This is an optimization exercise on Yosys and OpenROAD, whose aim is small area, not a production implementation.
Where RTL was checked, it was by simulation tests only, not by an equivalence proof against the original.
Only the layout flow was run in runs 1 and 3; the RTL was not checked for function there.
No driver is modelled on the clock port, so clocking that relies on it looks cheaper here than on a real chip.
Power and IR drop assume default switching activity.

$ cat flow/config.mk
export PLATFORM = sky130hd
export DESIGN_NAME = crc32_engine
export DESIGN_NICKNAME = crc32_engine
export VERILOG_FILES = /design/flow/design.v
export SDC_FILE = /design/flow/constraint.sdc
export NUM_CORES = 4
export LEC_CHECK = 0
export CAP_MARGIN = 20
export CORE_MARGIN = 2
export CORE_UTILIZATION = 40
export SLEW_MARGIN = 20
export SYNTH_HIERARCHICAL = 1
export SYNTH_MEMORY_MAX_BITS = 65536
export SYNTH_MINIMUM_KEEP_SIZE = 0
$ cat flow/constraint.sdc
create_clock -name core_clock -period 8.0 [get_ports {clk}]
set_input_delay 1.6000 -clock core_clock [delete_from_list [all_inputs] [get_ports {clk}]]
set_output_delay 1.6000 -clock core_clock [all_outputs]
set_load 0.01 [all_outputs]
$ cat flow/design.v
module crc32_sbit #(
    parameter TAP = 1'b0
) (
    input  wire s,       
    input  wire s_up,    
    input  wire d,       
    input  wire p,       
    input  wire q,       
    input  wire dm,      
    input  wire fb,      
    output wire y
);
    wire keep = (p & s_up) | (q & s);
    assign y = keep ^ ((d & dm) | (fb & TAP));
endmodule
module crc32_dbit #(
    parameter TAP = 1'b0,
    parameter LD  = 1'b0
) (
    input  wire o,       
    input  wire o_up,    
    input  wire d,       
    input  wire p,       
    input  wire q,       
    input  wire ld,      
    input  wire fb,      
    output wire y
);
    generate
        if (TAP && LD) begin : g_tl
            wire keep_n, k;
            crc32_a22oi u_k (.a1(p), .a2(o_up), .b1(q), .b2(o), .y(keep_n));
            crc32_xnor2 u_f (.a(keep_n), .b(fb), .y(k));
            crc32_a21o  u_y (.a1(d), .a2(ld), .b1(k), .y(y));
        end else begin : g_b
            wire keep = (p & o_up) | (q & o);
            assign y = (keep ^ (fb & TAP)) | (d & ld & LD);
        end
    endgenerate
endmodule
module crc32_nor2   (input wire a, b, output wire y);       assign y = !(a | b);                endmodule
module crc32_nor3   (input wire a, b, c, output wire y);    assign y = !(a | b | c);            endmodule
module crc32_nor4   (input wire a, b, c, d, output wire y); assign y = !(a | b | c | d);        endmodule
module crc32_or3    (input wire a, b, c, output wire y);    assign y = a | b | c;               endmodule
module crc32_and3   (input wire a, b, c, output wire y);    assign y = a & b & c;               endmodule
module crc32_nand2  (input wire a, b, output wire y);       assign y = !(a & b);                endmodule
module crc32_nand3  (input wire a, b, c, output wire y);    assign y = !(a & b & c);            endmodule
module crc32_nand4  (input wire a, b, c, d, output wire y); assign y = !(a & b & c & d);        endmodule
module crc32_and2   (input wire a, b, output wire y);       assign y = a & b;                   endmodule
module crc32_xor2   (input wire a, b, output wire y);       assign y = a ^ b;                   endmodule
module crc32_xnor2  (input wire a, b, output wire y);       assign y = !(a ^ b);                endmodule
module crc32_mux2   (input wire a0, a1, s, output wire y);  assign y = s ? a1 : a0;             endmodule
module crc32_nor2b  (input wire a, bn, output wire y);      assign y = !a & bn;                 endmodule
module crc32_and3b  (input wire an, b, c, output wire y);   assign y = !an & b & c;             endmodule
module crc32_and4b  (input wire an, b, c, d, output wire y); assign y = !an & b & c & d;        endmodule
module crc32_nor3b  (input wire a, b, cn, output wire y);   assign y = !a & !b & cn;            endmodule
module crc32_nor4b  (input wire a, b, c, dn, output wire y); assign y = !a & !b & !c & dn;      endmodule
module crc32_o21a   (input wire a1, a2, b1, output wire y); assign y = (a1 | a2) & b1;         endmodule
module crc32_a21boi (input wire a1, a2, b1n, output wire y); assign y = !(a1 & a2) & b1n;       endmodule
module crc32_a21oi  (input wire a1, a2, b1, output wire y); assign y = !((a1 & a2) | b1);       endmodule
module crc32_a211oi (input wire a1, a2, b1, c1, output wire y); assign y = !((a1 & a2) | b1 | c1); endmodule
module crc32_a31o   (input wire a1, a2, a3, b1, output wire y); assign y = (a1 & a2 & a3) | b1; endmodule
module crc32_a21o   (input wire a1, a2, b1, output wire y); assign y = (a1 & a2) | b1;         endmodule
module crc32_a22oi  (input wire a1, a2, b1, b2, output wire y); assign y = !((a1 & a2) | (b1 & b2)); endmodule
module crc32_a22o   (input wire a1, a2, b1, b2, output wire y); assign y = (a1 & a2) | (b1 & b2); endmodule
module crc32_a221o  (input wire a1, a2, b1, b2, c1, output wire y); assign y = (a1 & a2) | (b1 & b2) | c1; endmodule
module crc32_engine (
    input  wire        clk,
    input  wire        rst,
    input  wire        cmd_valid,
    output wire        cmd_ready,
    input  wire [7:0]  cmd,
    input  wire [31:0] din,
    output wire [31:0] dout,
    output wire        err
);
    localparam [31:0] POLY = 32'hEDB88320;
    reg [31:0] sn;        
    reg [31:0] d_q;       
    reg        err_q;     
    reg [2:0]  op_q;
    reg [4:0]  cnt_q;     
    wire [2:0] op = op_q;
    wire [4:0] c  = cnt_q;
    wire [7:0] k  = cmd;
    wire ready, acc;
    crc32_nor3  u_rdy (.a(op[2]), .b(op[1]), .c(op[0]), .y(ready));
    crc32_and3b u_acc (.an(rst), .b(cmd_valid), .c(ready), .y(acc));
    wire z, n0, az, azn, w, azw;
    crc32_nor3  u_z   (.a(k[7]), .b(k[3]), .c(k[2]), .y(z));       
    crc32_nor2  u_n0  (.a(k[1]), .b(k[0]), .y(n0));                
    crc32_and2  u_az  (.a(acc), .b(z), .y(az));
    crc32_and2  u_azn (.a(az), .b(n0), .y(azn));
    crc32_nor2b u_w   (.a(k[6]), .bn(k[5]), .y(w));                
    crc32_and2  u_azw (.a(az), .b(w), .y(azw));
    wire [3:0] dm;
    crc32_o21a   u_dm0 (.a1(k[4]), .a2(n0), .b1(azw), .y(dm[0]));
    crc32_a21boi u_dm1 (.a1(k[4]), .a2(n0), .b1n(dm[0]), .y(dm[1]));
    crc32_o21a   u_dm2 (.a1(k[1]), .a2(n0), .b1(dm[1]), .y(dm[2]));
    crc32_o21a   u_dm3 (.a1(k[0]), .a2(n0), .b1(dm[2]), .y(dm[3]));
    wire a_load;
    crc32_nor2b u_ald (.a(k[4]), .bn(dm[0]), .y(a_load));
    wire t6, a_tab;
    crc32_and3b u_t6  (.an(k[4]), .b(k[6]), .c(k[5]), .y(t6));
    crc32_and2  u_tab (.a(azn), .b(t6), .y(a_tab));
    wire nk654, lg, nlegal, e1, err_d;
    crc32_nand3 u_nk654 (.a(k[6]), .b(k[5]), .c(k[4]), .y(nk654));
    crc32_a22o  u_lg    (.a1(w), .a2(k[4]), .b1(n0), .b2(nk654), .y(lg));
    crc32_nand2 u_nl    (.a(z), .b(lg), .y(nlegal));
    wire k654, go;
    crc32_or3   u_k654 (.a(k[6]), .b(k[5]), .c(k[4]), .y(k654));
    crc32_and3  u_go   (.a(az), .b(lg), .c(k654), .y(go));
    crc32_a21oi u_e1    (.a1(acc), .a2(nlegal), .b1(err_q), .y(e1));
    crc32_nor2  u_err   (.a(rst), .b(e1), .y(err_d));
    wire p1;
    crc32_nor3b u_p1   (.a(op[2]), .b(op[1]), .cn(op[0]), .y(p1));  
    wire sh_s, a10, iv, sn_in;
    wire [1:0] p_s, q_s, fb_s;
    crc32_xor2   u_shs  (.a(op[2]), .b(op[1]), .y(sh_s));         
    crc32_nor2b  u_ps0  (.a(rst), .bn(sh_s), .y(p_s[0]));         
    crc32_nor2b  u_ps1  (.a(rst), .bn(sh_s), .y(p_s[1]));
    crc32_nor4   u_qs0  (.a(sh_s), .b(rst), .c(a_load), .d(p1), .y(q_s[0]));   
    crc32_nor4   u_qs1  (.a(sh_s), .b(rst), .c(a_load), .d(p1), .y(q_s[1]));
    crc32_and2   u_a10  (.a(op[1]), .b(op[0]), .y(a10));
    crc32_nor4b  u_fbs0 (.a(op[2]), .b(sn[0]), .c(rst), .dn(a10), .y(fb_s[0]));   
    crc32_nor4b  u_fbs1 (.a(op[2]), .b(sn[0]), .c(rst), .dn(a10), .y(fb_s[1]));
    crc32_nor2b  u_iv  (.a(op[0]), .bn(op[1]), .y(iv));
    crc32_xor2   u_snin (.a(sn[0]), .b(iv), .y(sn_in));
    wire [31:0] sn_nxt = {sn_in, sn[31:1]};
    wire [31:0] sn_d;
    genvar i;
    generate
        for (i = 0; i < 32; i = i + 1) begin : g_s
            crc32_sbit #(.TAP(i < 31 ? POLY[i] : 1'b0)) u_s (
                .s(sn[i]), .s_up(sn_nxt[i]), .d(din[i]), .p(p_s[i / 16]),
                .q(q_s[i / 16]), .dm(dm[i / 8]), .fb(fb_s[i / 16]), .y(sn_d[i]));
        end
    endgenerate
    always @(posedge clk)
        sn <= sn_d;
    wire fb_d, xn, d_in;
    wire [1:0] p_d, q_d;
    crc32_nor2b u_pd0 (.a(rst), .bn(op[2]), .y(p_d[0]));          
    crc32_nor2b u_pd1 (.a(rst), .bn(op[2]), .y(p_d[1]));
    crc32_nor3  u_qd0 (.a(op[2]), .b(rst), .c(a_tab), .y(q_d[0]));
    crc32_nor3  u_qd1 (.a(op[2]), .b(rst), .c(a_tab), .y(q_d[1]));
    crc32_and4b u_fbd (.an(rst), .b(op[2]), .c(op[1]), .d(d_q[0]), .y(fb_d));   
    crc32_xnor2 u_xn  (.a(sn[0]), .b(op[0]), .y(xn));
    crc32_mux2  u_din (.a0(xn), .a1(d_q[0]), .s(op[1]), .y(d_in));
    wire [31:0] d_nxt = {d_in, d_q[31:1]};
    wire [31:0] d_d;
    generate
        for (i = 0; i < 32; i = i + 1) begin : g_d
            crc32_dbit #(.TAP(i < 31 ? POLY[i] : 1'b0), .LD(i < 8 ? 1'b1 : 1'b0)) u_d (
                .o(d_q[i]), .o_up(d_nxt[i]), .d(din[i]), .p(p_d[i / 16]),
                .q(q_d[i / 16]), .ld(a_tab), .fb(fb_d), .y(d_d[i]));
        end
    endgenerate
    always @(posedge clk)
        d_q <= d_d;
    wire e, last, nd;
    wire [2:0] op_d;
    crc32_nand4 u_e    (.a(c[3]), .b(c[2]), .c(c[1]), .d(c[0]), .y(e));
    crc32_nor2b u_last (.a(e), .bn(c[4]), .y(last));               
    crc32_nor3  u_nd   (.a(last), .b(p1), .c(rst), .y(nd));         
    crc32_a22o  u_op2  (.a1(k[6]), .a2(go), .b1(op[2]), .b2(nd), .y(op_d[2]));
    crc32_a22o  u_op1  (.a1(k[5]), .a2(go), .b1(op[1]), .b2(nd), .y(op_d[1]));
    crc32_a221o u_op0  (.a1(k[4]), .a2(go), .b1(op[0]), .b2(nd), .c1(rst), .y(op_d[0]));
    wire x1, n10, x2, n210, x3, x4, x46, nt, s3, s4;
    wire [4:0] cnt_d;
    crc32_nor2  u_c0   (.a(c[0]), .b(acc), .y(cnt_d[0]));
    crc32_xnor2 u_x1   (.a(c[1]), .b(c[0]), .y(x1));
    crc32_nor2  u_c1   (.a(x1), .b(acc), .y(cnt_d[1]));
    crc32_nand2 u_n10  (.a(c[1]), .b(c[0]), .y(n10));
    crc32_xor2  u_x2   (.a(c[2]), .b(n10), .y(x2));
    crc32_nor2  u_c2   (.a(x2), .b(acc), .y(cnt_d[2]));
    crc32_nand3 u_n210 (.a(c[2]), .b(c[1]), .c(c[0]), .y(n210));
    crc32_xnor2 u_x3   (.a(c[3]), .b(n210), .y(x3));
    crc32_xnor2 u_x4   (.a(c[4]), .b(e), .y(x4));
    crc32_xor2  u_x46  (.a(k[4]), .b(k[6]), .y(x46));
    crc32_nand2 u_nt   (.a(k[5]), .b(x46), .y(nt));                
    crc32_nor2  u_s3   (.a(k[0]), .b(nt), .y(s3));
    crc32_nor2  u_s4   (.a(k[1]), .b(nt), .y(s4));
    crc32_mux2  u_c3   (.a0(x3), .a1(s3), .s(acc), .y(cnt_d[3]));
    crc32_mux2  u_c4   (.a0(x4), .a1(s4), .s(acc), .y(cnt_d[4]));
    always @(posedge clk) begin
        err_q <= err_d;
        op_q  <= op_d;
        cnt_q <= cnt_d;
    end
    assign cmd_ready = ready;
    assign dout      = d_q;
    assign err       = err_q;
endmodule
$ cat flow/flow/run.sh
#!/bin/bash
# Layout: the standard flow (standard.sh), with these changes:
#  - after floorplan, every combinational cell is sized down to the smallest
#    cell of its function (flow/downsize.tcl); repair_design and
#    repair_timing size up again where needed;
#  - the port buffers are the smallest buffer (buf_1) instead of the
#    buffer_ports default;
#  - clock tree synthesis uses clkbuf_4, in clusters of at most 10 sinks,
#    and inserts no dummy load cells; after it, a clock buffer whose sinks
#    see too slow a slew is sized up (flow/clkfix.tcl).
# Every input and output port still gets its own buffer. The output of the
# whole run goes to flow_run.log in this folder; ORFS keeps each step's log
# under orfs/logs/.
set -euo pipefail
here=$(pwd)
bash standard.sh \
  POST_FLOORPLAN_TCL="$here/flow/downsize.tcl" \
  POST_CTS_TCL="$here/flow/clkfix.tcl" \
  BUFFER_PORTS_ARGS="-buffer_cell sky130_fd_sc_hd__buf_1" \
  CTS_ARGS="-sink_clustering_enable -repair_clock_nets -dont_use_dummy_load -buf_list sky130_fd_sc_hd__clkbuf_4 -sink_clustering_size 10" \
  finish > flow_run.log 2>&1
$ cat flow/flow/clkfix.tcl
# Hook run at the end of CTS (POST_CTS_TCL): while some flip-flop clock pin
# sees a slew over 110 ps (placement parasitics), the clock buffer that
# drives it is replaced by the next larger clock buffer, one buffer at a
# time, worst first; then the placement is legalised again.
set bigger [dict create \
  sky130_fd_sc_hd__clkbuf_1 sky130_fd_sc_hd__clkbuf_2 \
  sky130_fd_sc_hd__clkbuf_2 sky130_fd_sc_hd__clkbuf_4 \
  sky130_fd_sc_hd__clkbuf_4 sky130_fd_sc_hd__clkbuf_8 \
  sky130_fd_sc_hd__clkbuf_8 sky130_fd_sc_hd__clkbuf_16]
set count 0
for { set iter 0 } { $iter < 20 } { incr iter } {
  estimate_parasitics -placement
  set worst_inst ""
  set worst 0.110
  foreach inst [get_cells *] {
    set ref [get_property $inst ref_name]
    if { ![dict exists $bigger $ref] } { continue }
    set out [get_pins -of_objects $inst -filter "direction == output"]
    set net [get_nets -of_objects $out]
    foreach pin [get_pins -of_objects $net -filter "direction == input"] {
      if { [get_property $pin name] ne "CLK" } { continue }
      set s [get_property $pin slew_max]
      if { $s > $worst } {
        set worst $s
        set worst_inst $inst
      }
    }
  }
  if { $worst_inst eq "" } { break }
  set ref [get_property $worst_inst ref_name]
  puts "clkfix.tcl: [get_property $worst_inst name] $ref -> [dict get $bigger $ref] (slew $worst)"
  replace_cell [get_property $worst_inst name] [dict get $bigger $ref]
  incr count
}
puts "clkfix.tcl: sized up $count clock buffers"
if { $count > 0 } {
  detailed_placement
  check_placement -verbose
  estimate_parasitics -placement
}
$ cat flow/flow/downsize.tcl
# Hook run after floorplan (POST_FLOORPLAN_TCL): size every combinational
# cell down to the smallest cell of the same function (same name, lower
# drive). Later steps (repair_design, repair_timing) size up again where the
# slew, capacitance or timing limits call for it.
set db [ord::get_db]
set block [ord::get_db_block]
proc is_dont_use { name } {
  foreach pat $::env(DONT_USE_CELLS) {
    if { [string match $pat $name] } { return 1 }
  }
  return 0
}
set count 0
foreach inst [$block getInsts] {
  set master [$inst getMaster]
  set name [$master getName]
  if { ![regexp {^(sky130_fd_sc_hd__[a-z0-9]+)_([0-9]+)$} $name -> base size] } { continue }
  if { [regexp {df|dl|clk|tap|conb|fill|decap|diode} $base] } { continue }
  set best $name
  set best_area [expr { [$master getWidth] * [$master getHeight] }]
  foreach s { 0 1 2 4 } {
    set cand ${base}_$s
    if { $cand eq $name || [is_dont_use $cand] } { continue }
    set cm [$db findMaster $cand]
    if { $cm == "NULL" } { continue }
    set area [expr { [$cm getWidth] * [$cm getHeight] }]
    if { $area < $best_area } {
      set best $cand
      set best_area $area
    }
  }
  if { $best ne $name } {
    replace_cell [$inst getName] $best
    incr count
  }
}
puts "downsize.tcl: sized down $count cells"
$ cat flow/standard.sh
#!/bin/bash
# synth_recipe.tcl (not shown) runs the flow's synth.tcl, then flattens the netlist and writes it again
# the make line also repeats each setting of config.mk as NAME=value (left out here)
make -C /OpenROAD-flow-scripts/flow DESIGN_CONFIG=/design/flow/config.mk WORK_HOME=/design/flow/orfs CLKGATE_MAP_FILE= SYNTH_SCRIPT=/design/flow/synth_recipe.tcl "${@:-finish}"
==> out/qor.yml, run 1 <==
finalNetCount: 417
setup_tns_ns: 0
row_count: 33
avgSynthCellArea_um2: 11.7
fp.dieArea_um2: 9020
synth_top_family_by_area: "compound AO/OA/AOI/OAI gates"
switchingPower_w: 0.000146
tightest_slew_ns: 1.16
dr.first_iter.drc_count: 145
hp-class: "flop to flop"
die_h_um: 95.0
synthMuxAreaShare: 0.0136
syn_inst: 283
cts.sinks: 73
syn_to_final_growth_pct: 6.01
via_per_inst: 5.09
cts_tree: "done"
syn_area_um2: 3310
ir_drop_v: 0.0000848
ioPinCount: 77
fmax_ghz: 0.216
synth-adder-area-share: 0
leakagePower_nw: 1.18
skew_ns: 0.0324
critPathLaunchType: "primary input"
antenna_found_initial: 0
worstPathArrival_ns: 4.89
hold_viol: 0
pwr-share-seq: 0.629
synth_compound_area_frac: 0.269
grt_pass1_vias: 2297
drt-total-wl_um: 6700
hpwl_um: 4660
vias: 2426
grt_overflow: 0
slew_headroom: 0.217
cp.required_ns: 8.27
insertion_delay_ns: 0.41
fin_area_um2: 3510
drv_cap: 0
synth_xor_area_frac: 0.140
setup_viol: 0
switching_share: 0.239
die_x_um: 95.0
power_frac_clock: 0.293
start_util: 0.407
grt_first_pass_wirelength_um: 10900
antenna_left: 0
grt_setup_unrepaired: "no"
ys_warn_count: 7
synth_cell_types: 28
worst-r2r-setup-slack_ns: 4.22
timing.hold.ws_ns: 0.487
stdcell_count: 477
layout_min_cycle_time_ns: 4.63
p_int_w: 0.000466
p_comb_frac: 0.078
final.period_utilization: 0.578
power_density_nw_per_um2: 175
synth_top_cell_by_area: "dfxtp_1"
drc: 0
place_congestion: 0.729
yosys-top-cells-area: "dfxtp_1 44%, a22oi_2 17%, xor2_1 9.5%"
grt_usage: 0.156
final.fill_count: 821
coreArea_um2: 8130
placedInstanceArea_um2: 3420
criticalPathCategory: "primary input to flop"
diodes: 0
portBuffers: 76
slew_viol_final: 0
clkTransAtPathRegs_ns: 0.10
drive_above_1_share: 0.0511
worstSetupEndpointType: "flop"
ys_seq_elements: 73
worst-path-max-fanout: 15
yosys.area.top_type_share: 0.441
synthSimpleGateAreaFrac: 0.128
placed_cells: 468
synthesis.nets: 326
yosysSeqAreaShare: 0.441
grt_max_degree: 17
dr.pass1.iters: 6
wire_per_inst_um: 14.0
run_status: "complete, no violations"
## layer usage
layer	up-vias	wire length, um	global-route usage
met1	1135	3150	0.203
met5	-	0	0
met3	6	450	0.0607
met4	0	69	0.0435
li1	1224	-	-
met2	61	3030	0.242
## modules after synthesis, one instance, submodules excluded, a selection
module,cells inside,cell area (um^2),flip-flops and latches,copies in the design
crc32_nand4,1,6.26,0,1
crc32_nand2,1,3.75,0,3
crc32_and3,1,6.26,0,1
crc32_a21boi,1,11.3,0,1
crc32_xor2,1,8.76,0,4
crc32_a22oi,1,12.5,0,1
## per-stage QoR
stage | worst slack [ns] | utilization | power, W
after floorplan | 3.84 | - | 0.000431
after global placement | 3.12 | 0.420 | 0.000441
after detailed placement | 2.96 | 0.420 | 0.000442
after global routing | 3.02 | 0.431 | 0.000646
final | 3.37 | 0.431 | 0.000612
## power by group through the flow
stage	logic [W]	clock network [W]	registers, W
2_1_floorplan	0.0000384	0	0.000393
3_3_place_gp	0.0000472	0	0.000394
3_5_place_dp	0.0000480	0	0.000394
5_1_grt	0.0000538	0.000204	0.000388
6_report	0.0000479	0.000179	0.000385
## flip-flops by register name (all words and copies together) (netlist names)
| register | flops |
|---|---|
| cnt_q | 5 |
| err_q | 1 |
| sn | 32 |
| op_q | 3 |
| d_q | 32 |
## synthesized netlist by cell type
cell and number:
nor4_2 2, a21boi_2 1, and4b_1 1, nor3_2 5
mux2_4 3, nor3b_2 1, nand2_1 22, and2_1 5
o21a_1 3, inv_1 7, xor2_1 36, nor2b_4 8
nand3_1 2, a22o_1 15, or3_1 1, a22oi_2 45
nand4_1 1, nor4b_2 2, a21oi_1 13, xnor2_1 17
a21oi_2 1, and3b_1 2, nor2_1 7, a222oi_1 7
a21o_1 1, dfxtp_1 73, and3_1 1, a221o_1 1
## cell families after synthesis
kind of cell,Yosys count
AOI/OAI and AO/OA,87
xor gates and xnor gates,53
buffers and inverters,7
DFF,73
muxes,3
and+or+nand+nor,60
## critical path: stages
cell      delay (ns)
buf_1           0.30
and3b_1         0.46
and2_1          0.20
and2_1          0.14
o21a_1          0.32
a21boi_0        0.82
o21a_1          0.41
o21a_1          0.34
nand2_1         0.11
xor2_1          0.17
## placed cells by master, fill, tap and decap left out, types with 2 or more instances in the layout
cell      Yosys  final
clkbuf_4      0      6
o21a_1        3      3
a21oi_1      13     14
a22o_1       15     15
nor3_1        0      4
and2_1        5      5
xnor2_1      17     17
nand3_1       2      2
nor4_2        2      2
nor2b_2       0      3
nand2_1      22     22
nor2_1        7      7
dfxtp_1      73     73
buf_4         0      4
xor2_1       36     36
clkbuf_8      0      3
mux2_1        0      3
nor2b_1       0      5
nor4b_1       0      2
buf_1         0     76
a22oi_1       0     45
and3b_1       2      2
a222oi_1      7      7
inv_1         7      7
## cell type report
class,count,area (um^2),area share
Multi-Input combinational cell,203,1490,0.424
Sequential cell,73,1460,0.416
Timing Repair Buffer,80,315,0.0898
Tap cell,105,131,0.0374
Clock buffer,9,86.3,0.0246
Inverter,7,26.3,0.00749
## final timing paths
kind | startpoint | endpoint | depth (start not counted)
max | rst | sn[25]$_DFF_P_ | 10
min | cnt_q[0]$_DFF_P_ | cnt_q[0]$_DFF_P_ | 1
max reg2reg | op_q[2]$_DFF_P_ | sn[25]$_DFF_P_ | 10
min reg2reg | cnt_q[0]$_DFF_P_ | cnt_q[0]$_DFF_P_ | 1
==> inputs of run 2 (changes only) <==
--- a/flow/design.v
+++ b/flow/design.v
@@ -38,6 +38,8 @@
         end
     endgenerate
 endmodule
+module crc32_inv    (input wire a, output wire y);          assign y = !a;                      endmodule
+module crc32_or2    (input wire a, b, output wire y);       assign y = a | b;                   endmodule
 module crc32_nor2   (input wire a, b, output wire y);       assign y = !(a | b);                endmodule
 module crc32_nor3   (input wire a, b, c, output wire y);    assign y = !(a | b | c);            endmodule
 module crc32_nor4   (input wire a, b, c, d, output wire y); assign y = !(a | b | c | d);        endmodule
@@ -53,6 +55,7 @@
 module crc32_nor2b  (input wire a, bn, output wire y);      assign y = !a & bn;                 endmodule
 module crc32_and3b  (input wire an, b, c, output wire y);   assign y = !an & b & c;             endmodule
 module crc32_and4b  (input wire an, b, c, d, output wire y); assign y = !an & b & c & d;        endmodule
+module crc32_nand3b (input wire an, b, c, output wire y);   assign y = !(!an & b & c);          endmodule
 module crc32_nor3b  (input wire a, b, cn, output wire y);   assign y = !a & !b & cn;            endmodule
 module crc32_nor4b  (input wire a, b, c, dn, output wire y); assign y = !a & !b & !c & dn;      endmodule
 module crc32_o21a   (input wire a1, a2, b1, output wire y); assign y = (a1 | a2) & b1;         endmodule
@@ -114,16 +117,18 @@
     crc32_nor2  u_err   (.a(rst), .b(e1), .y(err_d));
     wire p1;
     crc32_nor3b u_p1   (.a(op[2]), .b(op[1]), .cn(op[0]), .y(p1));  
-    wire sh_s, a10, iv, sn_in;
+    wire sh_s, nsh_s, clr_s, nupd, iv, sn_in;
     wire [1:0] p_s, q_s, fb_s;
     crc32_xor2   u_shs  (.a(op[2]), .b(op[1]), .y(sh_s));         
-    crc32_nor2b  u_ps0  (.a(rst), .bn(sh_s), .y(p_s[0]));         
-    crc32_nor2b  u_ps1  (.a(rst), .bn(sh_s), .y(p_s[1]));
-    crc32_nor4   u_qs0  (.a(sh_s), .b(rst), .c(a_load), .d(p1), .y(q_s[0]));   
-    crc32_nor4   u_qs1  (.a(sh_s), .b(rst), .c(a_load), .d(p1), .y(q_s[1]));
-    crc32_and2   u_a10  (.a(op[1]), .b(op[0]), .y(a10));
-    crc32_nor4b  u_fbs0 (.a(op[2]), .b(sn[0]), .c(rst), .dn(a10), .y(fb_s[0]));   
-    crc32_nor4b  u_fbs1 (.a(op[2]), .b(sn[0]), .c(rst), .dn(a10), .y(fb_s[1]));
+    crc32_inv    u_nshs (.a(sh_s), .y(nsh_s));
+    crc32_or3    u_clrs (.a(rst), .b(a_load), .c(p1), .y(clr_s));
+    crc32_nor2   u_ps0  (.a(rst), .b(nsh_s), .y(p_s[0]));         
+    crc32_nor2   u_ps1  (.a(rst), .b(nsh_s), .y(p_s[1]));
+    crc32_nor2   u_qs0  (.a(sh_s), .b(clr_s), .y(q_s[0]));        
+    crc32_nor2   u_qs1  (.a(sh_s), .b(clr_s), .y(q_s[1]));
+    crc32_nand3b u_nupd (.an(op[2]), .b(op[1]), .c(op[0]), .y(nupd));   
+    crc32_nor3   u_fbs0 (.a(nupd), .b(sn[0]), .c(rst), .y(fb_s[0]));
+    crc32_nor3   u_fbs1 (.a(nupd), .b(sn[0]), .c(rst), .y(fb_s[1]));
     crc32_nor2b  u_iv  (.a(op[0]), .bn(op[1]), .y(iv));
     crc32_xor2   u_snin (.a(sn[0]), .b(iv), .y(sn_in));
     wire [31:0] sn_nxt = {sn_in, sn[31:1]};
@@ -140,10 +145,13 @@
         sn <= sn_d;
     wire fb_d, xn, d_in;
     wire [1:0] p_d, q_d;
-    crc32_nor2b u_pd0 (.a(rst), .bn(op[2]), .y(p_d[0]));          
-    crc32_nor2b u_pd1 (.a(rst), .bn(op[2]), .y(p_d[1]));
-    crc32_nor3  u_qd0 (.a(op[2]), .b(rst), .c(a_tab), .y(q_d[0]));
-    crc32_nor3  u_qd1 (.a(op[2]), .b(rst), .c(a_tab), .y(q_d[1]));
+    wire nop2, clr_d;
+    crc32_inv   u_nop2 (.a(op[2]), .y(nop2));
+    crc32_or2   u_clrd (.a(rst), .b(a_tab), .y(clr_d));
+    crc32_nor2  u_pd0  (.a(rst), .b(nop2), .y(p_d[0]));           
+    crc32_nor2  u_pd1  (.a(rst), .b(nop2), .y(p_d[1]));
+    crc32_nor2  u_qd0  (.a(op[2]), .b(clr_d), .y(q_d[0]));
+    crc32_nor2  u_qd1  (.a(op[2]), .b(clr_d), .y(q_d[1]));
     crc32_and4b u_fbd (.an(rst), .b(op[2]), .c(op[1]), .d(d_q[0]), .y(fb_d));   
     crc32_xnor2 u_xn  (.a(sn[0]), .b(op[0]), .y(xn));
     crc32_mux2  u_din (.a0(xn), .a1(d_q[0]), .s(op[1]), .y(d_in));
==> run 2 against run 1 <==
Effect of this change: clock-buffer cell count did not move; clock skew fell by 0.0082 ns; final cell count fell by 0.42%.
==> out/qor.yml, run 2 <==
yosysSeqAreaShare: 0.449  # +0.00798
yosysMostFrequentCell: "dfxtp_1"
ys_warn_count: 7  # unchanged
grt_max_degree: 17  # unchanged
syn_to_final_growth_pct: 6.12
cts.sinks: 73  # unchanged
clkTransAtPathRegs_ns: 0.09  # about the same
synthFlopType: "dfxtp_1"
setup_tns_ns: 0  # unchanged
grt_first_pass_wirelength_um: 10900  # -0.13%
worstPathArrival_ns: 4.82  # -0.07 ns
ioPinCount: 77  # unchanged
fp.dieArea_um2: 8870  # -1.7%
synth-edff-count: 0  # unchanged
yosys.area.top_type_share: 0.449  # +0.00798
drt-total-wl_um: 6660  # -0.63%
row_count: 32  # -3.0%
p_int_w: 0.000460  # -1.4%
synth_top_cell_by_area: "dfxtp_1"
syn_area_um2: 3250  # -1.8%
p_comb_frac: 0.077  # about the same
vias: 2437  # +0.45%
ys_seq_elements: 73  # unchanged
r2r_cells: 10  # unchanged
synth_cell_types: 28  # unchanged
coreArea_um2: 7810  # -4.0%
worstSetupEndpointType: "flop"
fmax_ghz: 0.219  # +1.5%
synthesis.nets: 330  # +1.2%
antenna_found_initial: 0  # unchanged
avgSynthCellArea_um2: 11.3  # -3.1%
cp.required_ns: 8.26  # about the same
hp-class: "flop to flop"
power_density_nw_per_um2: 174  # -0.34%
worst-r2r-setup-slack_ns: 4.32  # +0.10 ns
run_status: "complete, no violations"
hpwl_um: 4670  # +0.20%
criticalPathCategory: "primary input to flop"
timing.hold.ws_ns: 0.479  # -0.00751 ns
grt_setup_unrepaired: "no"
holdPathStages: 1  # unchanged
tightest_slew_ns: 1.06  # -0.103 ns
drc: 0  # unchanged
layout_common_cells: "76 x buf_1, 73 x dfxtp_1, 45 x a22oi_1"
slew_viol_final: 0  # unchanged
synthArstFlopShare: 0  # unchanged
place_congestion: 0.788  # +8.1%
mostFrequentLayoutCell: "buf_1"
wire_per_inst_um: 14.0  # -0.21%
worst-path-max-fanout: 13  # -2
top_regs: "d_q (32), sn (32), cnt_q (5)"
grt_overflow: 0  # unchanged
diodes: 0  # unchanged
die_x_um: 94.2  # -0.85%
insertion_delay_ns: 0.40  # about the same
leakagePower_nw: 1.16  # -1.6%
grt_usage: 0.155  # -0.00111
finalNetCount: 418  # +0.24%
via_per_inst: 5.13  # +0.88%
drive_above_1_share: 0.0295  # -0.0216
layout_min_cycle_time_ns: 4.56  # -0.0698 ns
synthTopCellsByCount: "73 x dfxtp_1, 45 x a22oi_2, 36 x xor2_1, 22 x nand2_1, 17 x xnor2_1"
start_util: 0.417  # +0.00949
grt_pass1_vias: 2357  # +2.6%
power_frac_clock: 0.281  # -0.012
yosys-top-cells-area: "dfxtp_1 45%, a22oi_2 17%, xor2_1 9.7%"
syn_inst: 287  # +1.4%
die_h_um: 94.2  # -0.85%
drv_cap: 0  # unchanged
cts_tree: "done"
critPathLaunchType: "primary input"
switching_share: 0.234  # -0.00503
portBuffers: 76  # unchanged
slew_headroom: 0.294  # +0.0768
antenna_left: 0  # unchanged
switchingPower_w: 0.000140  # -4.1%
hold_viol: 0  # unchanged
dr.pass1.iters: 4  # -2
ir_drop_v: 0.0000867  # +2.3%
pwr-share-seq: 0.642  # +0.013
final.period_utilization: 0.570  # -0.00872
skew_ns: 0.0242  # -0.00823 ns
dr.first_iter.drc_count: 141  # -2.8%
setup_viol: 0  # unchanged
-- run 2: cell count changes after synthesis, moves of 2 or more --
cell | previous run | this run
nor2_1 | 7 | 15
nor2b_4 | 8 | 4
inv_1 | 7 | 9
nor4_2 | 2 | 0
nor4b_2 | 2 | 0
-- run 2: layout make-up --
class                      count  area [um^2]
fill                         791         4360
sequential                    73         1460
tap                          102          128
inverter                       9         33.8
timing repair buffer          77          293
multi-input combinational    205         1460
clock buffer                   9         80.1
-- run 2: logic make-up after synthesis --
family / Yosys count / synth area share
and+or+nand+nor: 62 / 0.110
buffers and inverters: 9 / 0.0104
AOI/OAI and AO/OA: 87 / 0.274
xor gates and xnor gates: 53 / 0.143
DFF: 73 / 0.449
muxes: 3 / 0.0139
-- run 2: worst paths after layout --
kind / start / endpoint
worst max-delay path: rst / sn[30]$_DFF_P_
worst min-delay path: cnt_q[0]$_DFF_P_ / cnt_q[0]$_DFF_P_
worst max register to register: op_q[1]$_DFF_P_ / sn[30]$_DFF_P_
worst min register to register: cnt_q[0]$_DFF_P_ / cnt_q[0]$_DFF_P_
-- run 2: worst max-delay path: stages --
cell	delay (ns)
buf_1	0.25
and3b_1	0.43
and2_1	0.19
and2_1	0.13
o21a_1	0.30
a21boi_0	0.81
o21a_1	0.43
o21a_1	0.35
a21oi_1	0.13
xor2_1	0.19
-- run 2: power groups by stage --
stage	Sequential, W	Clock [W]	Combinational, W
2_1_floorplan	0.000393	0	0.0000378
3_5_place_dp	0.000394	0	0.0000466
5_1_grt	0.000388	0.000196	0.0000528
6_report	0.000385	0.000168	0.0000464
3_3_place_gp	0.000393	0	0.0000460
-- run 2: modules after synthesis (local to each module, per instance), excerpt --
module,flip-flops and latches,times used,cells,cell area [um^2]
crc32_nand3b,0,1,1,7.51
crc32_nor3b,0,1,1,12.5
crc32_and3,0,1,1,6.26
crc32_nand4,0,1,1,6.26
crc32_nand3,0,2,1,5.00
crc32_nand2,0,3,1,3.75
crc32_nor2b,0,4,1,13.8
crc32_mux2,0,3,1,15.0
crc32_a221o,0,1,1,10.0
crc32_a22oi,0,1,1,12.5
crc32_a22o,0,3,1,8.76
crc32_xor2,0,4,1,8.76
crc32_and2,0,4,1,6.26
-- run 2: layer usage --
metal | track usage | vias to the layer above | wire [um]
met5 | 0 | - | 0
met4 | 0.0471 | 0 | 29
met3 | 0.0674 | 2 | 517
met2 | 0.242 | 69 | 2960
met1 | 0.194 | 1139 | 3150
li1 | - | 1227 | -
-- run 2: through the flow --
stage | util | instances | total power (W) | instance area (um^2) | setup WS [ns]
finish | 0.442 | 475 | 0.000600 | 3450 | 3.44
global route | 0.442 | 475 | 0.000637 | 3450 | 3.16
detailed placement | 0.431 | 466 | 0.000441 | 3370 | 3.06
global placement | 0.431 | 466 | 0.000439 | 3370 | 3.17
floorplan | - | 287 | 0.000431 | 3250 | 3.75
==> inputs of run 3 (changes only) <==
--- a/flow/design.v
+++ b/flow/design.v
@@ -59,6 +59,7 @@
 module crc32_nor3b  (input wire a, b, cn, output wire y);   assign y = !a & !b & cn;            endmodule
 module crc32_nor4b  (input wire a, b, c, dn, output wire y); assign y = !a & !b & !c & dn;      endmodule
 module crc32_o21a   (input wire a1, a2, b1, output wire y); assign y = (a1 | a2) & b1;         endmodule
+module crc32_o21ai  (input wire a1, a2, b1, output wire y); assign y = !((a1 | a2) & b1);      endmodule
 module crc32_a21boi (input wire a1, a2, b1n, output wire y); assign y = !(a1 & a2) & b1n;       endmodule
 module crc32_a21oi  (input wire a1, a2, b1, output wire y); assign y = !((a1 & a2) | b1);       endmodule
 module crc32_a211oi (input wire a1, a2, b1, c1, output wire y); assign y = !((a1 & a2) | b1 | c1); endmodule
@@ -174,7 +175,7 @@
     crc32_a22o  u_op2  (.a1(k[6]), .a2(go), .b1(op[2]), .b2(nd), .y(op_d[2]));
     crc32_a22o  u_op1  (.a1(k[5]), .a2(go), .b1(op[1]), .b2(nd), .y(op_d[1]));
     crc32_a221o u_op0  (.a1(k[4]), .a2(go), .b1(op[0]), .b2(nd), .c1(rst), .y(op_d[0]));
-    wire x1, n10, x2, n210, x3, x4, x46, nt, s3, s4;
+    wire x1, n10, x2, n210, x3, x4, nt, s3, s4;
     wire [4:0] cnt_d;
     crc32_nor2  u_c0   (.a(c[0]), .b(acc), .y(cnt_d[0]));
     crc32_xnor2 u_x1   (.a(c[1]), .b(c[0]), .y(x1));
@@ -185,8 +186,7 @@
     crc32_nand3 u_n210 (.a(c[2]), .b(c[1]), .c(c[0]), .y(n210));
     crc32_xnor2 u_x3   (.a(c[3]), .b(n210), .y(x3));
     crc32_xnor2 u_x4   (.a(c[4]), .b(e), .y(x4));
-    crc32_xor2  u_x46  (.a(k[4]), .b(k[6]), .y(x46));
-    crc32_nand2 u_nt   (.a(k[5]), .b(x46), .y(nt));                
+    crc32_o21ai u_nt   (.a1(k[4]), .a2(k[6]), .b1(k[5]), .y(nt));  
     crc32_nor2  u_s3   (.a(k[0]), .b(nt), .y(s3));
     crc32_nor2  u_s4   (.a(k[1]), .b(nt), .y(s4));
     crc32_mux2  u_c3   (.a0(x3), .a1(s3), .s(acc), .y(cnt_d[3]));
==> run 3 against run 2 <==
Effect of this change: still clean on timing, DRC and antenna; critical path depth unchanged; setup slack better by 0.019 ns; maximum frequency increased by 0.42%; clock power is essentially flat; combinational power about the same; final cell count shrank 0.21%; critical endpoint is now sn[27]$_DFF_P_; largest cell class unchanged.
==> out/qor.yml, run 3 <==
holdPathEnd: "cnt_q[0]$_DFF_P_"
fp.dieArea_um2: 8850  # -0.22%
worst-path-max-fanout: 13  # unchanged
start_util: 0.416  # -0.000962
p_comb_frac: 0.077  # about the same
via_per_inst: 5.19  # +1.1%
switching_share: 0.240  # +0.00626
grt_usage: 0.159  # +0.00353
switchingPower_w: 0.000144  # +2.4%
drc: 0  # unchanged
layout_common_cells: "76 x buf_1, 73 x dfxtp_1, 45 x a22oi_1"
antenna_found_initial: 0  # unchanged
worstPathArrival_ns: 4.80  # -0.02 ns
grt_first_pass_wirelength_um: 11000  # +1.0%
dr.pass1.iters: 4  # unchanged
cts.sinks: 73  # unchanged
wire_per_inst_um: 14.2  # +1.2%
yosysSeqAreaShare: 0.450  # +0.00104
ioPinCount: 77  # unchanged
grt_overflow: 0  # unchanged
grt_pass1_vias: 2353  # -0.17%
final.setup.worst_slack_ns: 3.46  # +0.0192 ns
dr.first_iter.drc_count: 134  # -5.0%
synth_cell_types: 29  # +3.6%
drv_cap: 0  # unchanged
dpl_worst_slack_ns: 3.06  # -0.00568 ns
reg2reg_from: "op_q[2]$_DFF_P_"
worst-r2r-setup-slack_ns: 4.29  # -0.03 ns
setup_tns_ns: 0  # unchanged
hp-class: "flop to flop"
r2r_cells: 10  # unchanged
power_frac_clock: 0.279  # -0.002
cts_tree: "done"
criticalPathCategory: "primary input to flop"
fmax_ghz: 0.220  # +0.42%
worstSetupEndpointType: "flop"
multi_input_area_um2: 1450  # -0.34%
synth_top_cell_by_area: "dfxtp_1"
skew_ns: 0.0279  # +0.00377 ns
total_power_w: 0.000599  # -0.22%
syn_area_um2: 3240  # -0.23%
top_regs: "d_q (32), sn (32), cnt_q (5)"
syn_inst: 286  # -0.35%
power_density_nw_per_um2: 174  # +0.10%
pwr-share-seq: 0.644  # +0.002
die_x_um: 94.1  # -0.11%
cp.required_ns: 8.26  # about the same
hpwl_um: 4740  # +1.7%
fin_area_um2: 3440  # -0.33%
drt-total-wl_um: 6730  # +1.0%
synthFlopType: "dfxtp_1"
clkTransAtPathRegs_ns: 0.10  # about the same
p_int_w: 0.000455  # -1.0%
syn_to_final_growth_pct: 6.02  # about the same
holdPathStages: 1  # unchanged
hold_viol: 0  # unchanged
coreArea_um2: 7810  # unchanged
ys_seq_elements: 73  # unchanged
drive_above_1_share: 0.0296  # +0.0000793
insertion_delay_ns: 0.40  # about the same
synthTopCellsByCount: "73 x dfxtp_1, 45 x a22oi_2, 35 x xor2_1, 21 x nand2_1, 17 x xnor2_1"
run_status: "complete, no violations"
synthArstFlopShare: 0  # unchanged
row_count: 32  # unchanged
antenna_left: 0  # unchanged
critPathLaunchType: "primary input"
slew_headroom: 0.306  # +0.0124
diodes: 0  # unchanged
layout_min_cycle_time_ns: 4.54  # -0.0192 ns
slew_viol_final: 0  # unchanged
synth-edff-count: 0  # unchanged
ys_warn_count: 7  # unchanged
yosysMostFrequentCell: "dfxtp_1"
die_h_um: 94.1  # -0.11%
hold_start: "cnt_q[0]$_DFF_P_"
yosys.area.top_type_share: 0.450  # +0.00104
synthesis.nets: 329  # -0.30%
vias: 2458  # +0.86%
mostFrequentLayoutCell: "buf_1"
tightest_slew_ns: 1.03  # -0.0240 ns
portBuffers: 76  # unchanged
final.period_utilization: 0.567  # -0.00240
grt_max_degree: 17  # unchanged
leakagePower_nw: 1.15  # -0.54%
grt_setup_unrepaired: "no"
finalNetCount: 417  # -0.24%
placedInstanceArea_um2: 3360  # -0.22%
final.fill_count: 810  # +2.4%
yosys-top-cells-area: "dfxtp_1 45%, a22oi_2 17%, xor2_1 9.4%"
avgSynthCellArea_um2: 11.3  # +0.12%
reg2reg_to: "sn[27]$_DFF_P_"
setup_viol: 0  # unchanged
place_congestion: 0.772  # -2.1%
seq_area_um2: 1460  # unchanged
ir_drop_v: 0.0000948  # +9.3%
==> run 3: cell types whose count changed after synthesis, sizes merged <==
cell	delta
xor2	-1
o21ai	+1
nand2	-1
==> run 3: metal layers <==
layer	up-vias	global-route usage	routed length, um
met3	4	0.0738	535
met4	0	0.0435	48
met5	-	0	0
li1	1226	-	-
met2	65	0.257	3140
met1	1163	0.190	3000
==> run 3: critical path: stages <==
cell      delay, ns
buf_1          0.22
and3b_1        0.43
and2_1         0.19
and2_1         0.12
o21a_1         0.30
a21boi_0       0.86
o21a_1         0.42
o21a_1         0.34
a21oi_1        0.12
xor2_1         0.17
==> run 3: per-stage QoR <==
stage / hold slack, ns / util / instances
6_report: 0.481 / 0.441 / 474
2_1_floorplan: 0.434 / - / 286
3_5_place_dp: 0.460 / 0.430 / 465
5_1_grt: 0.536 / 0.441 / 474
3_3_place_gp: 0.458 / 0.430 / 465
==> run 3: cell type report <==
type	instances	share of cell area
multi-input combinational	204	0.422
clock buffer	9	0.0215
inverter	9	0.00982
timing repair buffer	77	0.0851
sequential	73	0.425
tap	102	0.0371
==> run 3: power by group through the flow <==
stage	Clock, W	Combinational [W]	Sequential, W
global route	0.000196	0.0000519	0.000387
global placement	0	0.0000458	0.000394
detailed placement	0	0.0000465	0.000395
finish	0.000167	0.0000461	0.000386
floorplan	0	0.0000387	0.000393
==> run 3: worst max-delay path by stage <==
stage,from,to,slack [ns]
after floorplan,rst,sn[15]$_DFF_P_,3.75
after global placement,rst,sn[24]$_DFF_P_,3.18
after detailed placement,rst,sn[27]$_DFF_P_,3.06
after global routing,rst,sn[30]$_DFF_P_,3.15
final,rst,sn[27]$_DFF_P_,3.46
==> run 3: cells by family after synthesis <==
kind of cell | Yosys count | synth area share
AND/OR/NAND/NOR | 61 | 0.109
XOR/XNOR | 52 | 0.140
buffers and inverters | 9 | 0.0104
AO/OA/AOI/OAI | 88 | 0.276
multiplexers | 3 | 0.0139
flip-flops | 73 | 0.450
==> run 3: Yosys stat by module (local to each module, per instance), excerpt <==
module / cell area (um^2) / copies in the design / cells
crc32_or2: 6.26 / 1 / 1
crc32_nor2b: 13.8 / 4 / 1
crc32_nor3: 10.0 / 5 / 1
crc32_inv: 3.75 / 2 / 1
crc32_engine: 1460 / 1 / 73
crc32_a22oi: 12.5 / 1 / 1
crc32_nor2: 3.75 / 15 / 1
crc32_a221o: 10.0 / 1 / 1
crc32_o21a: 7.51 / 3 / 1
crc32_a21boi: 11.3 / 1 / 1
crc32_and4b: 10.0 / 1 / 1
crc32_nand2: 3.75 / 2 / 1
crc32_nand4: 6.26 / 1 / 1
crc32_nand3b: 7.51 / 1 / 1
crc32_and3: 6.26 / 1 / 1
crc32_xor2: 8.76 / 3 / 1
==> inputs of run 4 (changes only) <==
--- a/flow/design.v
+++ b/flow/design.v
@@ -90,11 +90,10 @@
     wire ready, acc;
     crc32_nor3  u_rdy (.a(op[2]), .b(op[1]), .c(op[0]), .y(ready));
     crc32_and3b u_acc (.an(rst), .b(cmd_valid), .c(ready), .y(acc));
-    wire z, n0, az, azn, w, azw;
+    wire z, n0, az, w, azw;
     crc32_nor3  u_z   (.a(k[7]), .b(k[3]), .c(k[2]), .y(z));       
     crc32_nor2  u_n0  (.a(k[1]), .b(k[0]), .y(n0));                
     crc32_and2  u_az  (.a(acc), .b(z), .y(az));
-    crc32_and2  u_azn (.a(az), .b(n0), .y(azn));
     crc32_nor2b u_w   (.a(k[6]), .bn(k[5]), .y(w));                
     crc32_and2  u_azw (.a(az), .b(w), .y(azw));
     wire [3:0] dm;
@@ -105,8 +104,8 @@
     wire a_load;
     crc32_nor2b u_ald (.a(k[4]), .bn(dm[0]), .y(a_load));
     wire t6, a_tab;
-    crc32_and3b u_t6  (.an(k[4]), .b(k[6]), .c(k[5]), .y(t6));
-    crc32_and2  u_tab (.a(azn), .b(t6), .y(a_tab));
+    crc32_and4b u_t6  (.an(k[4]), .b(k[6]), .c(k[5]), .d(n0), .y(t6));
+    crc32_and2  u_tab (.a(az), .b(t6), .y(a_tab));
     wire nk654, lg, nlegal, e1, err_d;
     crc32_nand3 u_nk654 (.a(k[6]), .b(k[5]), .c(k[4]), .y(nk654));
     crc32_a22o  u_lg    (.a1(w), .a2(k[4]), .b1(n0), .b2(nk654), .y(lg));
==> run 4 against run 3 <==
Effect of this change: still clean; final cell count unchanged; core utilization grew 0.23 points; global-route usage increased by 0.25 points; critical path type unchanged.
==> out/qor.yml, run 4 <==
synth_cell_types: 29  # unchanged
fmax_ghz: 0.221  # +0.37%
skew_ns: 0.0227  # -0.00520 ns
slew_headroom: 0.312  # +0.00592
grtUsageMet1: 0.208  # +0.0183
cp.required_ns: 8.27  # about the same
run_status: "complete, no violations"
yosys-top-cells-area: "dfxtp_1 45%, a22oi_2 17%, xor2_1 9.5%"
hold_viol: 0  # unchanged
drive_above_1_share: 0.0323  # +0.00269
power_frac_clock: 0.274  # -0.005
hpwl_um: 4640  # -2.1%
grt_usage: 0.161  # +0.00253
worstPathArrival_ns: 4.79  # about the same
grt_overflow: 0  # unchanged
setup_tns_ns: 0  # unchanged
setup_viol: 0  # unchanged
antenna_found_initial: 0  # unchanged
drt-total-wl_um: 6590  # -2.1%
finalNetCount: 417  # unchanged
holdPathStages: 1  # unchanged
use_met3: 0.0867  # +0.0128
top_regs: "d_q (32), sn (32), cnt_q (5)"
r2r_cells: 10  # unchanged
p_comb_frac: 0.077  # about the same
cts_tree: "done"
final.fill_count: 814  # +0.49%
drv_cap: 0  # unchanged
layout_min_cycle_time_ns: 4.52  # -0.0169 ns
ir_drop_v: 0.000110  # +17%
wire_per_inst_um: 13.9  # -2.1%
worst-path-max-fanout: 13  # unchanged
diodes: 0  # unchanged
antenna_left: 0  # unchanged
switching_share: 0.236  # -0.00447
slew_viol_final: 0  # unchanged
insertion_delay_ns: 0.38  # -0.02 ns
avgSynthCellArea_um2: 11.4  # +0.20%
met2_usage: 0.233  # -0.0238
synthFlopType: "dfxtp_1"
grt_first_pass_wirelength_um: 11200  # +2.2%
coreArea_um2: 7770  # -0.51%
fp.dieArea_um2: 8830  # -0.15%
grt_max_degree: 17  # unchanged
die_h_um: 94.0  # about the same
drc: 0  # unchanged
clkTransAtPathRegs_ns: 0.10  # about the same
place_congestion: 0.776  # +0.61%
grt-busiest-layer: "met2"
crit_start: "rst"
grt_setup_unrepaired: "no"
worst-r2r-setup-slack_ns: 4.34  # +0.05 ns
layout_common_cells: "76 x buf_1, 73 x dfxtp_1, 45 x a22oi_1"
portBuffers: 76  # unchanged
power_density_nw_per_um2: 173  # -0.53%
criticalPathCategory: "primary input to flop"
switchingPower_w: 0.000140  # -2.4%
grt_pass1_vias: 2358  # +0.21%
placedInstanceArea_um2: 3360  # about the same
final.period_utilization: 0.565  # -0.00211
fin_area_um2: 3440  # unchanged
stdcell_count: 474  # unchanged
synthTopCellsByCount: "73 x dfxtp_1, 45 x a22oi_2, 35 x xor2_1, 21 x nand2_1, 17 x xnor2_1"
dr.first_iter.drc_count: 108  # -19%
p_int_w: 0.000455  # about the same
ys_seq_elements: 73  # unchanged
reg2reg_to: "sn[29]$_DFF_P_"
reg2reg_from: "op_q[1]$_DFF_P_"
start_util: 0.417  # +0.00150
endpoint: "sn[29]$_DFF_P_"
synthesis.nets: 328  # -0.30%
synth-edff-count: 0  # unchanged
ioPinCount: 77  # unchanged
hp-class: "flop to flop"
syn_area_um2: 3240  # -0.15%
critPathLaunchType: "primary input"
syn_inst: 285  # -0.35%
placed_cells: 465  # unchanged
yosysMostFrequentCell: "dfxtp_1"
worstSetupEndpointType: "flop"
die_x_um: 94.0  # about the same
yosysSeqAreaShare: 0.451  # +0.000696
synth_top_cell_by_area: "dfxtp_1"
row_count: 32  # unchanged
timing.hold.ws_ns: 0.494  # +0.0124 ns
tightest_slew_ns: 1.02  # -0.00750 ns
pwr-share-seq: 0.649  # +0.005
syn_to_final_growth_pct: 6.18
total_power_w: 0.000596  # -0.53%
cts.sinks: 73  # unchanged
yosys.area.top_type_share: 0.451  # +0.000696
mostFrequentLayoutCell: "buf_1"
vias: 2405  # -2.2%
synthArstFlopShare: 0  # unchanged
dr.pass1.iters: 7  # +3
leakagePower_nw: 1.15  # about the same
via_per_inst: 5.07  # -2.2%
ys_warn_count: 7  # unchanged
## run 4: modules after synthesis, one instance, submodules excluded, a selection
module / flip-flops and latches / copies in the design / area, um^2
crc32_or3: 0 / 2 / 6.26
crc32_and3: 0 / 1 / 6.26
crc32_inv: 0 / 2 / 3.75
crc32_and4b: 0 / 2 / 10.0
crc32_or2: 0 / 1 / 6.26
crc32_xor2: 0 / 3 / 8.76
crc32_a21boi: 0 / 1 / 11.3
crc32_o21ai: 0 / 1 / 5.00
crc32_and2: 0 / 3 / 6.26
crc32_mux2: 0 / 3 / 15.0
crc32_o21a: 0 / 3 / 7.51
crc32_a21o: 0 / 1 / 7.51
crc32_nand3: 0 / 2 / 5.00
crc32_a221o: 0 / 1 / 10.0
crc32_nor3b: 0 / 1 / 12.5
crc32_nor2b: 0 / 4 / 13.8
## run 4: worst min-delay path by stage
stage,from,to,slack [ns]
detailed placement,cnt_q[0]$_DFF_P_,cnt_q[0]$_DFF_P_,0.47
global placement,cnt_q[0]$_DFF_P_,cnt_q[0]$_DFF_P_,0.46
global route,cnt_q[0]$_DFF_P_,cnt_q[0]$_DFF_P_,0.52
floorplan,cnt_q[0]$_DFF_P_,cnt_q[0]$_DFF_P_,0.43
finish,cnt_q[0]$_DFF_P_,cnt_q[0]$_DFF_P_,0.49
## run 4: cell families (layout without fill, tap and decap cells)
kind of cell	Yosys count	in the layout	synth area share
AOI/OAI and AO/OA	88	88	0.276
xor gates and xnor gates	52	52	0.141
buffers and inverters	9	96	0.0104
DFF	73	73	0.451
muxes	3	3	0.0139
and+or+nand+nor	60	60	0.108
## run 4: layer usage
layer | vias up | routed length [um]
li1 | 1224 | -
met1 | 1117 | 3110
met2 | 62 | 2890
met3 | 2 | 571
met4 | 0 | 22
met5 | - | 0
## run 4: critical path, cell delays in order
cell,delay (ns)
buf_1,0.22
and3b_1,0.43
and2_1,0.20
and2_1,0.13
o21a_1,0.31
a21boi_0,0.82
o21a_1,0.44
o21a_1,0.34
a21oi_1,0.12
xor2_1,0.19
## run 4: power by group through the flow
stage	logic (W)	clock network [W]	registers (W)
5_1_grt	0.0000522	0.000193	0.000389
6_report	0.0000458	0.000163	0.000387
3_5_place_dp	0.0000460	0	0.000395
2_1_floorplan	0.0000386	0	0.000393
3_3_place_gp	0.0000464	0	0.000394
## run 4: through the flow
| stage | util | setup slack, ns |
|---|---|---|
| global placement | 0.433 | 3.18 |
| floorplan | - | 3.75 |
| global route | 0.443 | 3.19 |
| finish | 0.443 | 3.48 |
| detailed placement | 0.433 | 3.06 |
## run 4: layout make-up
type / count / area, um^2 / share of cell area
repair buffers: 78 / 300 / 0.0873
flip-flops and latches: 73 / 1460 / 0.425
inverters: 9 / 33.8 / 0.00982
well taps: 102 / 128 / 0.0371
multi-input cells: 203 / 1440 / 0.419
clock buffers: 9 / 73.8 / 0.0215
==> inputs of run 5 (changes only) <==
--- a/flow/design.v
+++ b/flow/design.v
@@ -144,14 +144,16 @@
     always @(posedge clk)
         sn <= sn_d;
     wire fb_d, xn, d_in;
-    wire [1:0] p_d, q_d;
+    wire [2:0] p_d, q_d;
     wire nop2, clr_d;
     crc32_inv   u_nop2 (.a(op[2]), .y(nop2));
     crc32_or2   u_clrd (.a(rst), .b(a_tab), .y(clr_d));
     crc32_nor2  u_pd0  (.a(rst), .b(nop2), .y(p_d[0]));           
     crc32_nor2  u_pd1  (.a(rst), .b(nop2), .y(p_d[1]));
+    crc32_nor2  u_pd2  (.a(rst), .b(nop2), .y(p_d[2]));
     crc32_nor2  u_qd0  (.a(op[2]), .b(clr_d), .y(q_d[0]));
     crc32_nor2  u_qd1  (.a(op[2]), .b(clr_d), .y(q_d[1]));
+    crc32_nor2  u_qd2  (.a(op[2]), .b(clr_d), .y(q_d[2]));
     crc32_and4b u_fbd (.an(rst), .b(op[2]), .c(op[1]), .d(d_q[0]), .y(fb_d));   
     crc32_xnor2 u_xn  (.a(sn[0]), .b(op[0]), .y(xn));
     crc32_mux2  u_din (.a0(xn), .a1(d_q[0]), .s(op[1]), .y(d_in));
@@ -160,8 +162,8 @@
     generate
         for (i = 0; i < 32; i = i + 1) begin : g_d
             crc32_dbit #(.TAP(i < 31 ? POLY[i] : 1'b0), .LD(i < 8 ? 1'b1 : 1'b0)) u_d (
-                .o(d_q[i]), .o_up(d_nxt[i]), .d(din[i]), .p(p_d[i / 16]),
-                .q(q_d[i / 16]), .ld(a_tab), .fb(fb_d), .y(d_d[i]));
+                .o(d_q[i]), .o_up(d_nxt[i]), .d(din[i]), .p(p_d[i < 8 ? 0 : i < 16 ? 1 : 2]),
+                .q(q_d[i < 8 ? 0 : i < 16 ? 1 : 2]), .ld(a_tab), .fb(fb_d), .y(d_d[i]));
         end
     endgenerate
     always @(posedge clk)
==> run 5 against run 4 <==
Effect of this change: non-clock buffer count shrank 2; register-to-register slack gained 0.20 ns; via count grew 1.5%; synthesized cell count grew 0.70%; sequential power is essentially flat; final cell count is the same; flip-flop and latch count is the same; critical path depth is the same; clock-buffer cell count is the same; worst hold slack lost 0.0065 ns; combinational power grew 2%; clock skew shrank 0.0027 ns; critical path type unchanged.
==> out/qor.yml, run 5 <==
run_status: "complete, no violations"
place_congestion: 0.820  # +5.6%
ioPinCount: 77  # unchanged
slew_headroom: 0.306  # -0.00675
synth_top_cell_by_area: "dfxtp_1"
synthesis.nets: 330  # +0.61%
yosys.area.top_type_share: 0.450  # -0.00104
layout_min_cycle_time_ns: 4.40  # -0.118 ns
synthTopCellsByCount: "73 x dfxtp_1, 45 x a22oi_2, 35 x xor2_1, 21 x nand2_1"
via_per_inst: 5.15  # +1.5%
timing.hold.ws_ns: 0.487  # -0.00647 ns
vias: 2441  # +1.5%
synth-edff-count: 0  # unchanged
synthMuxAreaShare: 0.0139  # -0.0000322
diodes: 0  # unchanged
die_h_um: 94.1  # +0.11%
grt_setup_unrepaired: "no"
synthSimpleGateAreaFrac: 0.110  # +0.00206
syn_area_um2: 3250  # +0.23%
hpwl_um: 4770  # +2.6%
antenna_left: 0  # unchanged
p_int_w: 0.000455  # about the same
fin_area_um2: 3430  # -0.15%
placedInstanceArea_um2: 3360  # -0.22%
leakagePower_nw: 1.15  # -0.43%
worstSetupEndpointType: "flop"
mostFrequentLayoutCell: "buf_1"
fp.dieArea_um2: 8850  # +0.22%
wire_per_inst_um: 14.2  # +2.5%
start_util: 0.416  # -0.00118
ys_seq_elements: 73  # unchanged
critPathLaunchType: "primary input"
synth-adder-area-share: 0  # unchanged
pwr-share-seq: 0.645  # -0.004
hp-class: "flop to flop"
ir_drop_v: 0.0000893  # -19%
power_density_nw_per_um2: 174  # +0.71%
dpl_worst_slack_ns: 3.05  # -0.0142 ns
p_comb_frac: 0.078  # about the same
drv_cap: 0  # unchanged
switching_share: 0.241  # +0.00490
grt_first_pass_wirelength_um: 10800  # -3.4%
die_x_um: 94.1  # +0.11%
hold_viol: 0  # unchanged
cts_tree: "done"
syn_to_final_growth_pct: 5.78
synth_cell_types: 29  # unchanged
switchingPower_w: 0.000144  # +2.7%
synth_top_family_by_area: "compound AO/OA/AOI/OAI gates"
dr.pass1.iters: 5  # -2
tightest_slew_ns: 1.04  # +0.0142 ns
grt_overflow: 0  # unchanged
yosysSeqAreaShare: 0.450  # -0.00104
synth_xor_area_frac: 0.140  # -0.000325
dr.first_iter.drc_count: 136  # +26%
finalNetCount: 417  # unchanged
clkTransAtPathRegs_ns: 0.10  # about the same
cp.required_ns: 8.29  # +0.02 ns
syn_inst: 287  # +0.70%
worst-path-max-fanout: 16  # +3
utilization: 0.440  # -0.00291
row_count: 32  # unchanged
top_regs: "d_q (32), sn (32), cnt_q (5)"
skew_ns: 0.0201  # -0.00269 ns
fmax_ghz: 0.227  # +2.7%
drt-total-wl_um: 6750  # +2.5%
yosysMostFrequentCell: "dfxtp_1"
drc: 0  # unchanged
grt_max_degree: 17  # unchanged
grt_pass1_vias: 2265  # -3.9%
coreArea_um2: 7810  # +0.52%
setup_viol: 0  # unchanged
worstPathArrival_ns: 4.70  # -0.09 ns
cts.sinks: 73  # unchanged
layout_common_cells: "76 x buf_1, 73 x dfxtp_1, 45 x a22oi_1"
yosys-top-cells-area: "dfxtp_1 45%, a22oi_2 17%, xor2_1 9.4%"
final.setup.worst_slack_ns: 3.60  # +0.118 ns
antenna_found_initial: 0  # unchanged
synth_compound_area_frac: 0.276  # -0.000639
synthFlopType: "dfxtp_1"
setup_tns_ns: 0  # unchanged
synthArstFlopShare: 0  # unchanged
portBuffers: 76  # unchanged
insertion_delay_ns: 0.41  # +0.03 ns
slew_viol_final: 0  # unchanged
grt_usage: 0.157  # -0.00482
avgSynthCellArea_um2: 11.3  # -0.47%
criticalPathCategory: "primary input to flop"
final.period_utilization: 0.550  # -0.0148
power_frac_clock: 0.277  # +0.003
drive_above_1_share: 0.0269  # -0.00538
final.fill_count: 797  # -2.1%
ys_warn_count: 7  # unchanged
## run 5: cell types whose count changed in the layout (fill, tap and decap cells not counted), sizes merged
cell and delta:
nor2 +2, buf -2
## run 5: final timing paths
kind	cells after the start	slack (ns)	end	startpoint
setup / recovery	10	3.60	sn[16]$_DFF_P_	rst
hold / removal	1	0.49	cnt_q[0]$_DFF_P_	cnt_q[0]$_DFF_P_
setup reg to reg	10	4.54	sn[26]$_DFF_P_	op_q[2]$_DFF_P_
hold reg to reg	1	0.49	cnt_q[0]$_DFF_P_	cnt_q[0]$_DFF_P_
## run 5: power groups by stage
stage	logic, W	clock network, W	registers, W
3_5_place_dp	0.0000467	0	0.000395
6_report	0.0000466	0.000166	0.000387
2_1_floorplan	0.0000387	0	0.000393
3_3_place_gp	0.0000459	0	0.000394
5_1_grt	0.0000515	0.000190	0.000388
## run 5: cell type report
class | instances | area (um^2) | area share
Inverter | 9 | 33.8 | 0.00984
Timing Repair Buffer | 76 | 285 | 0.0831
Clock buffer | 9 | 73.8 | 0.0215
Tap cell | 102 | 128 | 0.0372
Sequential cell | 73 | 1460 | 0.426
Multi-Input combinational cell | 205 | 1450 | 0.423
## run 5: metrics by stage
step                      instances  power (W)
final                           474   0.000599
after floorplan                 287   0.000432
after detailed placement        465   0.000441
after global placement          465   0.000440
after global routing            474   0.000630
## run 5: modules after synthesis (local to each module, per instance), excerpt
module | flip-flops and latches | cells inside
crc32_nand3b | 0 | 1
crc32_and4b | 0 | 1
crc32_nand3 | 0 | 1
crc32_a21oi | 0 | 1
crc32_or3 | 0 | 1
crc32_engine | 73 | 73
crc32_a22o | 0 | 1
crc32_and3b | 0 | 1
crc32_nand4 | 0 | 1
crc32_mux2 | 0 | 1
crc32_xor2 | 0 | 1
## run 5: cells by family (layout without fill, tap and decap cells)
family,Yosys count,count (layout)
compound gates,88,88
xor+xnor,52,52
buf+inv,9,94
flops,73,73
mux,3,3
simple gates,62,62
## run 5: critical path, cell delays in order
cell     delay [ns]
buf_1          0.45
and3b_1        0.33
and2_1         0.20
and2_1         0.15
o21a_1         0.20
nor2b_1        0.17
or3_1          0.40
nor2_1         0.77
a22oi_1        0.22
xor2_1         0.21
## run 5: per-layer routing
| metal | GRT usage | vias up | part of all wire |
|---|---|---|---|
| met1 | 0.196 | 1140 | 0.47 |
| met5 | 0 | - | 0 |
| met3 | 0.0658 | 10 | 0.070 |
| met4 | 0.0568 | 0 | 0.017 |
| li1 | - | 1222 | - |
| met2 | 0.241 | 69 | 0.44 |

-- separate check: timing with driven ports --
The flow's constraints put no driver on any port. The routed layouts listed below were extracted and timed again, unchanged, in two steps.
Step 1 sets driving cells, clkbuf_16 on the clock port and buf_2 on the other inputs (assumed; they add their load-dependent delay and slew).
Step 2 moves the port delays by t, midway between the first and last clock arrival at a register: inputs arrive t later, outputs are due t later. That takes back most of the time a late clock gives input paths.
Slacks: ideal / step 1 / step 2; pairs: ideal / step 1.
run	t (ns)	slack for setup (ns)	hold slack, ns	worst setup path at the end	worst data-port slew with drivers (ns)
run 1	0.423	3.374 / 3.368 / 2.944	0.487 / 0.487 / 0.487	input to register	0.04
run 2	0.414	3.444 / 3.444 / 3.030	0.479 / 0.479 / 0.479	input to register	0.04
run 3	0.411	3.463 / 3.456 / 3.045	0.481 / 0.481 / 0.481	input to register	0.05
run 4	0.400	3.480 / 3.471 / 3.071	0.494 / 0.494 / 0.494	input to register	0.05
run 5	0.423	3.598 / 3.602 / 3.179	0.487 / 0.487 / 0.487	input to register	0.04
After both steps every run listed still meets setup and hold. The setup slack of run 1, which loses most, moves by -0.006 ns with the drivers and by -0.430 ns with both steps.
